From an optimization exercise on the open Yosys and OpenROAD flow, aimed at small area, a short achievable clock period and few clock cycles; shortcuts taken in it are not production practice. In this exercise RTL edits were held to simulation tests only and were not proved equivalent to the original. Power figures rest on the tool's default switching activity, not on a simulated workload.

==> inputs of raven <==
Design tsd_core, start of the top module:
module tsd_core #(
    parameter MEM_LIMIT = 32,           
    parameter INIT_CAPACITY = 4         
) (
    input  wire        clk,
    input  wire        rst,             
    input  wire        cmd_valid,
    output wire        cmd_ready,
    input  wire [31:0] cmd_data,
    output wire        rsp_valid,
    input  wire        rsp_ready,
    output wire [31:0] rsp_data,
    output wire        rsp_last,
    output wire        halted,
    output wire [31:0] halt_word
);
export LEC_CHECK = 0
export CAP_MARGIN = 20
export CORE_MARGIN = 2
export CORE_UTILIZATION = 40
export SLEW_MARGIN = 20
create_clock -name core_clock -period 12.0 [get_ports {clk}]
standard.sh (not shown) runs the stock make flow with config.mk's settings and CLKGATE_MAP_FILE= SYNTH_SCRIPT=/design/flow/synth_recipe.tcl, a recipe that flattens the netlist after the stock synthesis.
==> flow/flow/run.sh <==
#!/bin/bash
set -euo pipefail
bash standard.sh SETUP_SLACK_MARGIN=8.5 finish > standard_flow.log 2>&1
==> indigo (differences from raven) <==
--- a/flow/design.v
+++ b/flow/design.v
@@ -43,26 +43,20 @@
                 b = b >> 1;
             end
             crc8_byte = c;
         end
     endfunction
-    function [4:0] first_one(input [31:0] v);
-        integer k;
-        begin
-            first_one = 5'd0;
-            for (k = 31; k >= 0; k = k - 1)
-                if (v[k]) first_one = k[4:0];
-        end
-    endfunction
     reg        r_v;
     reg [31:0] r_d;
     reg        r_ill;       
     reg        r_zero;      
     reg        r_bad;       
     reg        r_badunit;   
     reg        r_fnorm;
     reg        r_padbad;    
+    reg        r_pbad;      
+    reg        r_fnblk;     
     reg        r_hblk;      
     reg        r_nbig;      
     reg [5:0]  r_n6;        
     reg [14:0] r_oh;        
     reg [31:0] r_eq;        
@@ -99,18 +93,27 @@
     wire i_mismatch = (cmd_data[23:0] & i_mask[23:0]) != 24'd0;
     wire i_crcbad   = (i_opc == OP_CRC8) && (i_imm == 16'd0 || i_imm[15:8] != 8'd0);
     wire i_unitbad  = (i_opc[7:4] == 4'h1) && (i_unit != 8'd0);
     wire [5:0] i_n6 = (i_opc == OP_FPUSH) ? 6'd1 : i_imm[5:0];
     wire [1:0] i_nmod = st_ops ? c_nmod : r_d[1:0];
+    wire       i_padbad = (i_nmod == 2'd1 && cmd_data[23:0] != 24'd0) ||
+                          (i_nmod == 2'd2 && cmd_data[15:0] != 16'd0) ||
+                          (i_nmod == 2'd3 && cmd_data[7:0] != 8'd0);
     reg [31:0] mem [0:31];              
     reg [4:0]  ph, pt;                  
     reg [5:0]  sz;                      
     reg [5:0]  lt;                      
     reg [5:0]  cap;                     
     wire       cap_hi = cap[5] || (cap[4] && cap[3] && cap[2]);    
-    wire [31:0] th_ph = (32'd1 << ph) - 32'd1;           
-    wire [31:0] th_pt = (32'd1 << pt) - 32'd1;           
+    wire [31:0] th_ph, th_pt;                            
+    genvar ti;
+    generate
+        for (ti = 0; ti < 32; ti = ti + 1) begin : g_th
+            assign th_ph[ti] = ph > ti;
+            assign th_pt[ti] = pt > ti;
+        end
+    endgenerate
     wire [31:0] live  = (sz == 6'd0)  ? 32'd0 :
                         (ph < pt)     ? (~th_ph & th_pt) : (~th_ph | th_pt);
     wire [31:0] i_eq;
     genvar gi;
     generate
@@ -134,12 +137,10 @@
     reg [31:0] bp [0:1];                
     reg        bp_busy [0:1];
     reg        bp_wsel, bp_rsel;        
     localparam WD = 4, WB = 2;
     reg        w_val  [0:WD-1];
-    reg        w_fail [0:WD-1];
-    reg        w_more [0:WD-1];
     reg [2:0]  w_kind [0:WD-1];
     reg [14:0] w_q    [0:WD-1];
     reg [7:0]  w_c    [0:WD-1];
     reg [WB-1:0] w_head, w_tail;
     reg [2:0]  w_cnt;
@@ -169,11 +170,10 @@
     assign h_is_MKRD = r_oh[12];
     assign h_is_MKWR = r_oh[13];
     assign h_is_PARSE = r_oh[14];
     reg         c_push, c_crc, c_mkwr, c_parse, c_ffind, c_fpopu, c_fpullu;
     reg         k_pushnf, k_bpnf, k_fault;    
-    wire        r_last  = st_ops ? ops_one : r_zero;
     wire [5:0]  cap_div5, cap_cl;
     assign cap_div5[0] = (cap == 6'd5) || (cap == 6'd6) || (cap == 6'd7) || (cap == 6'd8) || (cap == 6'd9) || (cap == 6'd15) || (cap == 6'd16) || (cap == 6'd17) || (cap == 6'd18) || (cap == 6'd19) || (cap == 6'd25) || (cap == 6'd26) || (cap == 6'd27) || (cap == 6'd28) || (cap == 6'd29);
     assign cap_div5[1] = (cap == 6'd10) || (cap == 6'd11) || (cap == 6'd12) || (cap == 6'd13) || (cap == 6'd14) || (cap == 6'd15) || (cap == 6'd16) || (cap == 6'd17) || (cap == 6'd18) || (cap == 6'd19) || (cap == 6'd30) || (cap == 6'd31) || (cap == 6'd32);
     assign cap_div5[2] = (cap == 6'd20) || (cap == 6'd21) || (cap == 6'd22) || (cap == 6'd23) || (cap == 6'd24) || (cap == 6'd25) || (cap == 6'd26) || (cap == 6'd27) || (cap == 6'd28) || (cap == 6'd29) || (cap == 6'd30) || (cap == 6'd31) || (cap == 6'd32);
     assign cap_div5[3] = 1'b0;
@@ -190,18 +190,17 @@
     wire        norm_fail_c = !lh_zero && !norm_cmp && cap_hi;
     reg         fn_wait, norm_fail;
     wire        pad_bad = r_padbad;
     wire        r_fault_last = st_ops ? (ops_one && (pend_fault != 2'd0 || (c_crc && pad_bad)))
                                       : (r_ill || (r_zero && r_bad) || (r_fnorm && norm_fail));
-    wire        bp_wbusy = bp_busy[bp_wsel];
-    wire        stall = st_ops ? ((ops_one && w_full) || (k_pushnf && danger) ||
-                                  (k_bpnf && bp_wbusy && (c_mkwr || ops_two)))
+    reg         bp_wbusy;    
+    reg         bp_need;     
+    wire        stall = st_ops ? ((ops_one && w_full) || (k_pushnf && danger) || (bp_need && bp_wbusy))
                                : ((r_zero && w_full) || (r_fnorm && cap_hi && !fn_wait));
-    wire        blk   = st_ops ? ((ops_one && (w_full || k_fault || (c_crc && pad_bad))) ||
-                                  (k_pushnf && danger) ||
-                                  (k_bpnf && bp_wbusy && (c_mkwr || ops_two)))
-                               : (r_hblk || (r_zero && w_full) || (r_fnorm && cap_hi));
+    wire        blk   = st_ops ? ((ops_one && (w_full || k_fault || r_pbad)) ||
+                                  (k_pushnf && danger) || (bp_need && bp_wbusy))
+                               : (r_hblk || (r_zero && w_full) || r_fnblk);
     assign cmd_ready = !fault_wait && !(r_v && blk);
     wire        eng = r_v && !stall && !fault_wait;     
     wire [5:0]  h_n6    = r_n6;
     wire        h_nbig  = r_nbig;
     wire [5:0]  tail_rm = cap - lt;
@@ -216,11 +215,10 @@
     wire [5:0]  live_n   = live_n7[5:0];
     wire        h_push   = h_is_FPUSH || h_is_FPUSHN;
     wire        push_alloc_bad = !push_tail && !push_compact && grow_bad;
     wire [5:0]  lt_app   = lt + h_n6;
     assign      norm_cmp = sz <= cap_cl;
-    wire [31:0] ge_ph  = ~th_ph;
     wire [63:0] s_vec  = {r_eq, r_eqhi};
     reg  [5:0]  s_idx;
     integer si;
     always @(*) begin
         s_idx = 6'd0;
@@ -242,34 +240,33 @@
     wire [7:0]  f_4    = crc8_byte(f_3, f_b3);
     wire [7:0]  crc_w  = !(c_crc && ops_one) ? f_4 :
                          (c_nmod == 2'd0)     ? f_3 :
                          (c_nmod == 2'd3)     ? f_2 :
                          (c_nmod == 2'd2)     ? f_1 : crc_acc;
-    reg        nd_v, nd_fail, nd_more;
+    reg        nd_v, nd_fail;
     reg [2:0]  nd_kind;
     reg [14:0] nd_q;
     reg [7:0]  nd_c;
     always @(*) begin
         nd_v    = 1'b0;
         nd_fail = 1'b0;
         nd_kind = K_CODE;
         nd_q    = 15'd0;
         nd_c    = 8'd0;
-        nd_more = 1'b1;
         if (eng && !r_fault_last) begin
             if (!st_ops) begin
                 case (1'b1)
                 h_is_FPUSH, h_is_FPUSHN: if (h_n6 == 6'd0 && !h_nbig) begin
                     nd_v = 1'b1; nd_kind = K_C8;
                 end
                 h_is_FPOP: begin
-                    nd_v = 1'b1; nd_fail = ({10'd0, sz} < h_imm); nd_more = 1'b0;
+                    nd_v = 1'b1; nd_fail = ({10'd0, sz} < h_imm); nd_c = {7'd0, nd_fail};
                 end
                 h_is_FPULL: begin
                     nd_v = 1'b1;
-                    if ({9'd0, sz} < {1'b0, h_imm[14:0]}) begin nd_fail = 1'b1; nd_more = 1'b0; end
-                    else begin nd_kind = K_PULL; nd_q = {4'd0, ph, h_imm[5:0]}; nd_more = (h_imm[5:0] != 6'd0); end
+                    if ({9'd0, sz} < {1'b0, h_imm[14:0]}) begin nd_fail = 1'b1; nd_c = 8'd1; end
+                    else begin nd_kind = K_PULL; nd_q = {4'd0, ph, h_imm[5:0]}; end
                 end
                 h_is_FNORM: begin
                     nd_v = 1'b1; nd_kind = K_C8;
                     nd_c = {7'd0, !lh_zero && !norm_cmp};
                 end
@@ -290,27 +287,27 @@
                     nd_v = 1'b1; nd_kind = K_PARSE; nd_c = {7'd0, f_3 == r_d[7:0]};
                 end else if (c_ffind) begin
                     nd_v = 1'b1; nd_kind = s_hit ? K_FIND : K_C8; nd_c = {2'd0, sz};
                     nd_q = {4'd0, ph, 1'b0, s_pos};
                 end else if (c_fpopu) begin
-                    nd_v = 1'b1; nd_fail = !s_hit; nd_more = 1'b0;
+                    nd_v = 1'b1; nd_fail = !s_hit; nd_c = {7'd0, !s_hit};
                 end else begin                                 
                     nd_v = 1'b1;
-                    if (!s_hit) begin nd_fail = 1'b1; nd_more = 1'b0; end
+                    if (!s_hit) begin nd_fail = 1'b1; nd_c = 8'd1; end
                     else begin nd_kind = K_PULLU; nd_q = {4'd0, ph, 1'b0, s_pos}; end
                 end
             end
         end
     end
     wire        adv     = !ob_v || rsp_ready;
     wire        from_w  = adv && !a_more && w_val[w_head];
-    wire        l_fail = w_fail[w_head];
     wire [2:0]  l_kind = w_kind[w_head];
     wire [14:0] l_q    = w_q[w_head];
     wire [7:0]  l_c    = w_c[w_head];
+    wire        l_fail = (l_kind == K_CODE) && l_c[0];    
     wire        l_w1   = (l_kind != K_CODE) && (l_kind != K_PULL);
-    wire        l_more = w_more[w_head];
+    wire        l_more = (l_kind != K_CODE) && !(l_kind == K_PULL && l_q[5:0] == 6'd0);
     wire [4:0]  l_koff = l_q[4:0] - l_q[10:6];
     wire [5:0]  l_kcnt = {1'b0, l_koff} + 6'd1;       
     wire [4:0]  a_ptr = a_q[10:6];
     wire [5:0]  a_cnt = a_q[5:0];
     reg  [31:0] a_word;
@@ -331,30 +328,19 @@
         end else begin
             a_word  = mem[a_ptr];
             a_wlast = (a_cnt == 6'd1);
         end
     end
-    function in_region(input [4:0] x, input [4:0] p, input [5:0] n);
-        reg [4:0] d;
-        begin
-            d = x - p;
-            in_region = {1'b0, d} < n;
-        end
-    endfunction
     wire [4:0] pt1 = pt + 5'd1;
     reg danger_next;
     integer di;
     always @(*) begin
         danger_next = a_more && (a_kind == K_PULL || a_kind == K_PULLU) &&
-                      (in_region(pt, a_ptr, a_cnt) || in_region(pt1, a_ptr, a_cnt));
+                      (pt == a_ptr || pt1 == a_ptr);
         for (di = 0; di < WD; di = di + 1)
-            if (w_val[di] && (w_kind[di] == K_PULL) &&
-                (in_region(pt, w_q[di][10:6], w_q[di][5:0]) || in_region(pt1, w_q[di][10:6], w_q[di][5:0])))
-                danger_next = 1'b1;
-            else if (w_val[di] && (w_kind[di] == K_PULLU) &&
-                (((pt - w_q[di][10:6]) <= (w_q[di][4:0] - w_q[di][10:6])) ||
-                 ((pt1 - w_q[di][10:6]) <= (w_q[di][4:0] - w_q[di][10:6]))))
+            if (w_val[di] && ((w_kind[di] == K_PULL && w_q[di][5:0] != 6'd0) || w_kind[di] == K_PULLU) &&
+                (pt == w_q[di][10:6] || pt1 == w_q[di][10:6]))
                 danger_next = 1'b1;
     end
     assign rsp_valid = ob_v;
     assign rsp_data  = ob;
     assign rsp_last  = ob_last;
@@ -363,24 +349,46 @@
                         halt_r ? c_opc : 8'h00,
                         halt_r ? c_unit : 8'h00,
                         6'd0, fcode};
     always @(posedge clk) begin
         if (nd_v) begin
-            w_fail[w_tail] <= nd_fail;
-            w_more[w_tail] <= nd_more;
             w_kind[w_tail] <= nd_kind;
             w_q[w_tail]    <= nd_q;
-            w_c[w_tail]    <= nd_c;
+            w_c[w_tail]    <= nd_c;       
         end
     end
     always @(posedge clk) begin
         norm_fail <= norm_fail_c;
         if (rst)
             fn_wait <= 1'b0;
         else
             fn_wait <= r_v && !st_ops && r_fnorm && cap_hi && !fn_wait && !fault_wait;
     end
+    wire bp_set = eng && st_ops && bp_need;
+    wire bp_tog = eng && st_ops && k_bpnf && ops_one;
+    wire bp_clr = adv && a_more && !a_w1 && a_w2;
+    wire bp_b0n = (bp_busy[0] || (bp_set && !bp_wsel)) && !(bp_clr && !bp_rsel);
+    wire bp_b1n = (bp_busy[1] || (bp_set &&  bp_wsel)) && !(bp_clr &&  bp_rsel);
+    wire bp_wsn = bp_wsel ^ bp_tog;
+    always @(posedge clk) begin
+        if (rst) begin
+            bp_busy[0] <= 1'b0;
+            bp_busy[1] <= 1'b0;
+            bp_wsel    <= 1'b0;
+            bp_rsel    <= 1'b0;
+            bp_wbusy   <= 1'b0;
+            bp_need    <= 1'b0;
+        end else begin
+            bp_busy[0] <= bp_b0n;
+            bp_busy[1] <= bp_b1n;
+            bp_wsel    <= bp_wsn;
+            bp_rsel    <= bp_rsel ^ bp_clr;
+            bp_wbusy   <= bp_wsn ? bp_b1n : bp_b0n;
+            if (eng)
+                bp_need <= !st_ops && !r_bad && (h_is_MKWR || h_is_PARSE);
+        end
+    end
     wire mem_we = eng && st_ops && k_pushnf;
     always @(posedge clk) begin
         if (mem_we) mem[pt] <= r_d;
     end
     always @(posedge clk) begin
@@ -396,13 +404,14 @@
             r_ill     <= !i_known || i_opc[7];
             r_zero    <= i_zero;
             r_bad     <= i_mismatch || i_crcbad || i_unitbad;
             r_badunit <= !i_mismatch && !i_crcbad;
             r_fnorm   <= (i_opc == OP_FNORM);
-            r_padbad  <= (i_nmod == 2'd1 && cmd_data[23:0] != 24'd0) ||
-                         (i_nmod == 2'd2 && cmd_data[15:0] != 16'd0) ||
-                         (i_nmod == 2'd3 && cmd_data[7:0] != 8'd0);
+            r_padbad  <= i_padbad;
+            r_pbad    <= i_padbad && (st_ops ? c_crc : h_is_CRC8);
+            r_fnblk   <= (i_opc == OP_FNORM) &&
+                         (cap_hi || (r_v && !st_ops && (h_is_FPUSH || h_is_FPUSHN || h_is_FNORM)));
             r_hblk    <= !i_known || i_opc[7] || (i_zero && (i_mismatch || i_crcbad || i_unitbad));
             r_nbig    <= (i_opc != OP_FPUSH) && (i_imm[15:6] != 10'd0);
             r_n6      <= i_n6;
             r_oh[0] <= (i_opc == OP_FPUSH);
             r_oh[1] <= (i_opc == OP_FPUSHN);
@@ -484,14 +493,10 @@
             lt         <= 6'd0;
             cap        <= INIT_CAPACITY[5:0];
             fault_wait <= 1'b0;
             halt_r     <= 1'b0;
             fcode      <= 2'd0;
-            bp_busy[0] <= 1'b0;
-            bp_busy[1] <= 1'b0;
-            bp_wsel    <= 1'b0;
-            bp_rsel    <= 1'b0;
         end else begin
             if (fault_wait && !ob_v && !a_more && w_cnt == 3'd0)
                 halt_r <= 1'b1;
             if (eng && !st_ops) begin
                 if (!r_ill && !r_zero) st_ops <= 1'b1;
@@ -537,26 +542,20 @@
                 if (pend_fault == 2'd0) begin
                     if (c_push) begin
                         pt <= pt + 5'd1;
                         sz <= sz + 6'd1;
                     end
-                    if (c_mkwr || (c_parse && ops_two)) bp_busy[bp_wsel] <= 1'b1;
-                    if (c_mkwr || (c_parse && ops_one)) bp_wsel <= !bp_wsel;
                     if (ops_one && (c_fpopu || (c_fpullu && c_rbit)) && s_hit) begin
                         ph <= s_pos + 5'd1;
                         sz <= {1'b0, s_szn};
                     end
                 end
                 if (ops_one && r_fault_last) begin
                     fault_wait <= 1'b1;
                     fcode      <= (pend_fault != 2'd0) ? pend_fault : F_ILLEGAL;
                 end
             end
-            if (adv && a_more && !a_w1 && a_w2) begin
-                bp_busy[bp_rsel] <= 1'b0;
-                bp_rsel          <= !bp_rsel;
-            end
         end
     end
     always @(posedge clk) begin
         if (rst) begin
             w_tail <= {WB{1'b0}};
==> flow/flow/run.sh (replaced) <==
#!/bin/bash
set -euo pipefail
bash standard.sh SETUP_SLACK_MARGIN=8 TNS_END_PERCENT=30 finish > standard_flow.log 2>&1
CAP_MARGIN = 30   (was 20)
CTS_CLUSTER_DIAMETER = 160   (was default)
CTS_CLUSTER_SIZE = 24   (was default)
SLEW_MARGIN = 30   (was 20)
==> maple (differences from raven) <==
--- a/flow/design.v
+++ b/flow/design.v
@@ -59,10 +59,12 @@
     reg        r_zero;      
     reg        r_bad;       
     reg        r_badunit;   
     reg        r_fnorm;
     reg        r_padbad;    
+    reg        r_pbad;      
+    reg        r_fnblk;     
     reg        r_hblk;      
     reg        r_nbig;      
     reg [5:0]  r_n6;        
     reg [14:0] r_oh;        
     reg [31:0] r_eq;        
@@ -99,10 +101,13 @@
     wire i_mismatch = (cmd_data[23:0] & i_mask[23:0]) != 24'd0;
     wire i_crcbad   = (i_opc == OP_CRC8) && (i_imm == 16'd0 || i_imm[15:8] != 8'd0);
     wire i_unitbad  = (i_opc[7:4] == 4'h1) && (i_unit != 8'd0);
     wire [5:0] i_n6 = (i_opc == OP_FPUSH) ? 6'd1 : i_imm[5:0];
     wire [1:0] i_nmod = st_ops ? c_nmod : r_d[1:0];
+    wire       i_padbad = (i_nmod == 2'd1 && cmd_data[23:0] != 24'd0) ||
+                          (i_nmod == 2'd2 && cmd_data[15:0] != 16'd0) ||
+                          (i_nmod == 2'd3 && cmd_data[7:0] != 8'd0);
     reg [31:0] mem [0:31];              
     reg [4:0]  ph, pt;                  
     reg [5:0]  sz;                      
     reg [5:0]  lt;                      
     reg [5:0]  cap;                     
@@ -190,18 +195,17 @@
     wire        norm_fail_c = !lh_zero && !norm_cmp && cap_hi;
     reg         fn_wait, norm_fail;
     wire        pad_bad = r_padbad;
     wire        r_fault_last = st_ops ? (ops_one && (pend_fault != 2'd0 || (c_crc && pad_bad)))
                                       : (r_ill || (r_zero && r_bad) || (r_fnorm && norm_fail));
-    wire        bp_wbusy = bp_busy[bp_wsel];
-    wire        stall = st_ops ? ((ops_one && w_full) || (k_pushnf && danger) ||
-                                  (k_bpnf && bp_wbusy && (c_mkwr || ops_two)))
+    reg         bp_wbusy;    
+    reg         bp_need;     
+    wire        stall = st_ops ? ((ops_one && w_full) || (k_pushnf && danger) || (bp_need && bp_wbusy))
                                : ((r_zero && w_full) || (r_fnorm && cap_hi && !fn_wait));
-    wire        blk   = st_ops ? ((ops_one && (w_full || k_fault || (c_crc && pad_bad))) ||
-                                  (k_pushnf && danger) ||
-                                  (k_bpnf && bp_wbusy && (c_mkwr || ops_two)))
-                               : (r_hblk || (r_zero && w_full) || (r_fnorm && cap_hi));
+    wire        blk   = st_ops ? ((ops_one && (w_full || k_fault || r_pbad)) ||
+                                  (k_pushnf && danger) || (bp_need && bp_wbusy))
+                               : (r_hblk || (r_zero && w_full) || r_fnblk);
     assign cmd_ready = !fault_wait && !(r_v && blk);
     wire        eng = r_v && !stall && !fault_wait;     
     wire [5:0]  h_n6    = r_n6;
     wire        h_nbig  = r_nbig;
     wire [5:0]  tail_rm = cap - lt;
@@ -377,10 +381,34 @@
         if (rst)
             fn_wait <= 1'b0;
         else
             fn_wait <= r_v && !st_ops && r_fnorm && cap_hi && !fn_wait && !fault_wait;
     end
+    wire bp_set = eng && st_ops && bp_need;
+    wire bp_tog = eng && st_ops && k_bpnf && ops_one;
+    wire bp_clr = adv && a_more && !a_w1 && a_w2;
+    wire bp_b0n = (bp_busy[0] || (bp_set && !bp_wsel)) && !(bp_clr && !bp_rsel);
+    wire bp_b1n = (bp_busy[1] || (bp_set &&  bp_wsel)) && !(bp_clr &&  bp_rsel);
+    wire bp_wsn = bp_wsel ^ bp_tog;
+    always @(posedge clk) begin
+        if (rst) begin
+            bp_busy[0] <= 1'b0;
+            bp_busy[1] <= 1'b0;
+            bp_wsel    <= 1'b0;
+            bp_rsel    <= 1'b0;
+            bp_wbusy   <= 1'b0;
+            bp_need    <= 1'b0;
+        end else begin
+            bp_busy[0] <= bp_b0n;
+            bp_busy[1] <= bp_b1n;
+            bp_wsel    <= bp_wsn;
+            bp_rsel    <= bp_rsel ^ bp_clr;
+            bp_wbusy   <= bp_wsn ? bp_b1n : bp_b0n;
+            if (eng)
+                bp_need <= !st_ops && !r_bad && (h_is_MKWR || h_is_PARSE);
+        end
+    end
     wire mem_we = eng && st_ops && k_pushnf;
     always @(posedge clk) begin
         if (mem_we) mem[pt] <= r_d;
     end
     always @(posedge clk) begin
@@ -396,13 +424,14 @@
             r_ill     <= !i_known || i_opc[7];
             r_zero    <= i_zero;
             r_bad     <= i_mismatch || i_crcbad || i_unitbad;
             r_badunit <= !i_mismatch && !i_crcbad;
             r_fnorm   <= (i_opc == OP_FNORM);
-            r_padbad  <= (i_nmod == 2'd1 && cmd_data[23:0] != 24'd0) ||
-                         (i_nmod == 2'd2 && cmd_data[15:0] != 16'd0) ||
-                         (i_nmod == 2'd3 && cmd_data[7:0] != 8'd0);
+            r_padbad  <= i_padbad;
+            r_pbad    <= i_padbad && (st_ops ? c_crc : h_is_CRC8);
+            r_fnblk   <= (i_opc == OP_FNORM) &&
+                         (cap_hi || (r_v && !st_ops && (h_is_FPUSH || h_is_FPUSHN || h_is_FNORM)));
             r_hblk    <= !i_known || i_opc[7] || (i_zero && (i_mismatch || i_crcbad || i_unitbad));
             r_nbig    <= (i_opc != OP_FPUSH) && (i_imm[15:6] != 10'd0);
             r_n6      <= i_n6;
             r_oh[0] <= (i_opc == OP_FPUSH);
             r_oh[1] <= (i_opc == OP_FPUSHN);
@@ -484,14 +513,10 @@
             lt         <= 6'd0;
             cap        <= INIT_CAPACITY[5:0];
             fault_wait <= 1'b0;
             halt_r     <= 1'b0;
             fcode      <= 2'd0;
-            bp_busy[0] <= 1'b0;
-            bp_busy[1] <= 1'b0;
-            bp_wsel    <= 1'b0;
-            bp_rsel    <= 1'b0;
         end else begin
             if (fault_wait && !ob_v && !a_more && w_cnt == 3'd0)
                 halt_r <= 1'b1;
             if (eng && !st_ops) begin
                 if (!r_ill && !r_zero) st_ops <= 1'b1;
@@ -537,26 +562,20 @@
                 if (pend_fault == 2'd0) begin
                     if (c_push) begin
                         pt <= pt + 5'd1;
                         sz <= sz + 6'd1;
                     end
-                    if (c_mkwr || (c_parse && ops_two)) bp_busy[bp_wsel] <= 1'b1;
-                    if (c_mkwr || (c_parse && ops_one)) bp_wsel <= !bp_wsel;
                     if (ops_one && (c_fpopu || (c_fpullu && c_rbit)) && s_hit) begin
                         ph <= s_pos + 5'd1;
                         sz <= {1'b0, s_szn};
                     end
                 end
                 if (ops_one && r_fault_last) begin
                     fault_wait <= 1'b1;
                     fcode      <= (pend_fault != 2'd0) ? pend_fault : F_ILLEGAL;
                 end
             end
-            if (adv && a_more && !a_w1 && a_w2) begin
-                bp_busy[bp_rsel] <= 1'b0;
-                bp_rsel          <= !bp_rsel;
-            end
         end
     end
     always @(posedge clk) begin
         if (rst) begin
             w_tail <= {WB{1'b0}};
==> flow/flow/run.sh (replaced) <==
#!/bin/bash
set -euo pipefail
bash standard.sh SETUP_SLACK_MARGIN=8 TNS_END_PERCENT=30 finish > standard_flow.log 2>&1
==> comparison table <==
Least setup slack across all paths after layout: raven 7.28 ns; maple 7.46 ns; indigo 7.44 ns
Maximum number of pins on one net before global-route repair: raven 59; maple 94; indigo 65
Proportion of netlist area held by the largest area contributor: raven 51.2%; maple 51.3%; indigo 54.0%
Growth of design area from synthesis to finish: raven 26.9%; maple 16.0%; indigo 16.1%
Status: raven finished clean; maple finished clean; indigo finished clean
Via count of the first global-routing pass: raven 60.7k; maple 57.9k; indigo 52.7k
Vias after detailed routing: raven 64.3k; maple 60.6k; indigo 57.3k
Routed met1 length: raven 130000 um; maple 128000 um; indigo 118000 um
Combinational power: raven 4150 uW; maple 2830 uW; indigo 3360 uW
Worst r2r src: raven cap[5]; maple r_d[31]; indigo r_d[17]
Total sequential power: raven 6120 uW; maple 6040 uW; indigo 6000 uW
Post-synthesis average cell area: raven 13.2 um^2; maple 13.1 um^2; indigo 13.7 um^2
Reg-to-reg critical path endpoint: raven cap[4]; maple w_c[2][2]; indigo w_c[0][0]
Total number of nets in the final design: raven 7332; maple 6935; indigo 6316
Met1 track utilization from global routing: raven 42.6%; maple 41.3%; indigo 40.5%
Non-clock buffer area fraction after layout: raven 9.74%; maple 4.53%; indigo 7.63%
Number of inverters outside the clock class in the layout: raven 190; maple 184; indigo 121
Reg power frac: raven 39.2%; maple 43.0%; indigo 48.9%
Number of vias per cell: raven 6.44; maple 6.32; indigo 6.48
Storage element area: raven 44600 um^2; maple 44700 um^2; indigo 44400 um^2
Fraction of layout cells with a size suffix above 1: raven 29.9%; maple 19.9%; indigo 21.9%
Met2 wire len: raven 157000 um; maple 148000 um; indigo 146000 um
Post-route cell area: raven 107000 um^2; maple 97900 um^2; indigo 92600 um^2
Maximum cell stage delay along the critical path: raven 0.46 ns; maple 0.43 ns; indigo 0.44 ns
Library cells used by synthesis: raven 94; maple 89; indigo 84
Count of antenna diodes in the layout: raven 10; maple 12; indigo 12
Data arrival time of the critical path: raven 2.32 ns; maple 2.14 ns; indigo 2.16 ns
Testbench counts of raven, summed over its fixed seeds: cycles 9,175.
Testbench counts of indigo, summed over its fixed seeds: cycles 9,175.
Testbench counts of maple, summed over its fixed seeds: cycles 9,175.

port drivers added, routing unchanged:
No port has a modelled driver above. Below, the same layouts with a new extraction and two added sets of constraints. Step 1 assumes that a clkbuf_16 drives the clock port and a buf_2 every other input. Step 2, shift: input delay + t, output delay - t, t = (earliest + latest rising clock arrival at the registers) / 2. This alone moves slack from input paths to output paths. a / b / c = ideal ports / drivers / drivers and shift; a / b = the first two.
| run | t, ns | slack for setup (ns) | worst register clock-pin slew, ns |
|---|---|---|---|
| raven | 0.927 | 7.280 / 7.198 / 7.298 | 0.07 / 0.07 |
| indigo | 0.835 | 7.440 / 7.348 / 7.071 | 0.12 / 0.12 |
| maple | 0.889 | 7.456 / 7.369 / 7.058 | 0.07 / 0.07 |
After both steps setup and hold are still met in every run listed. The setup slack of maple, which loses most, moves by -0.087 ns with the drivers and by -0.398 ns with both steps.
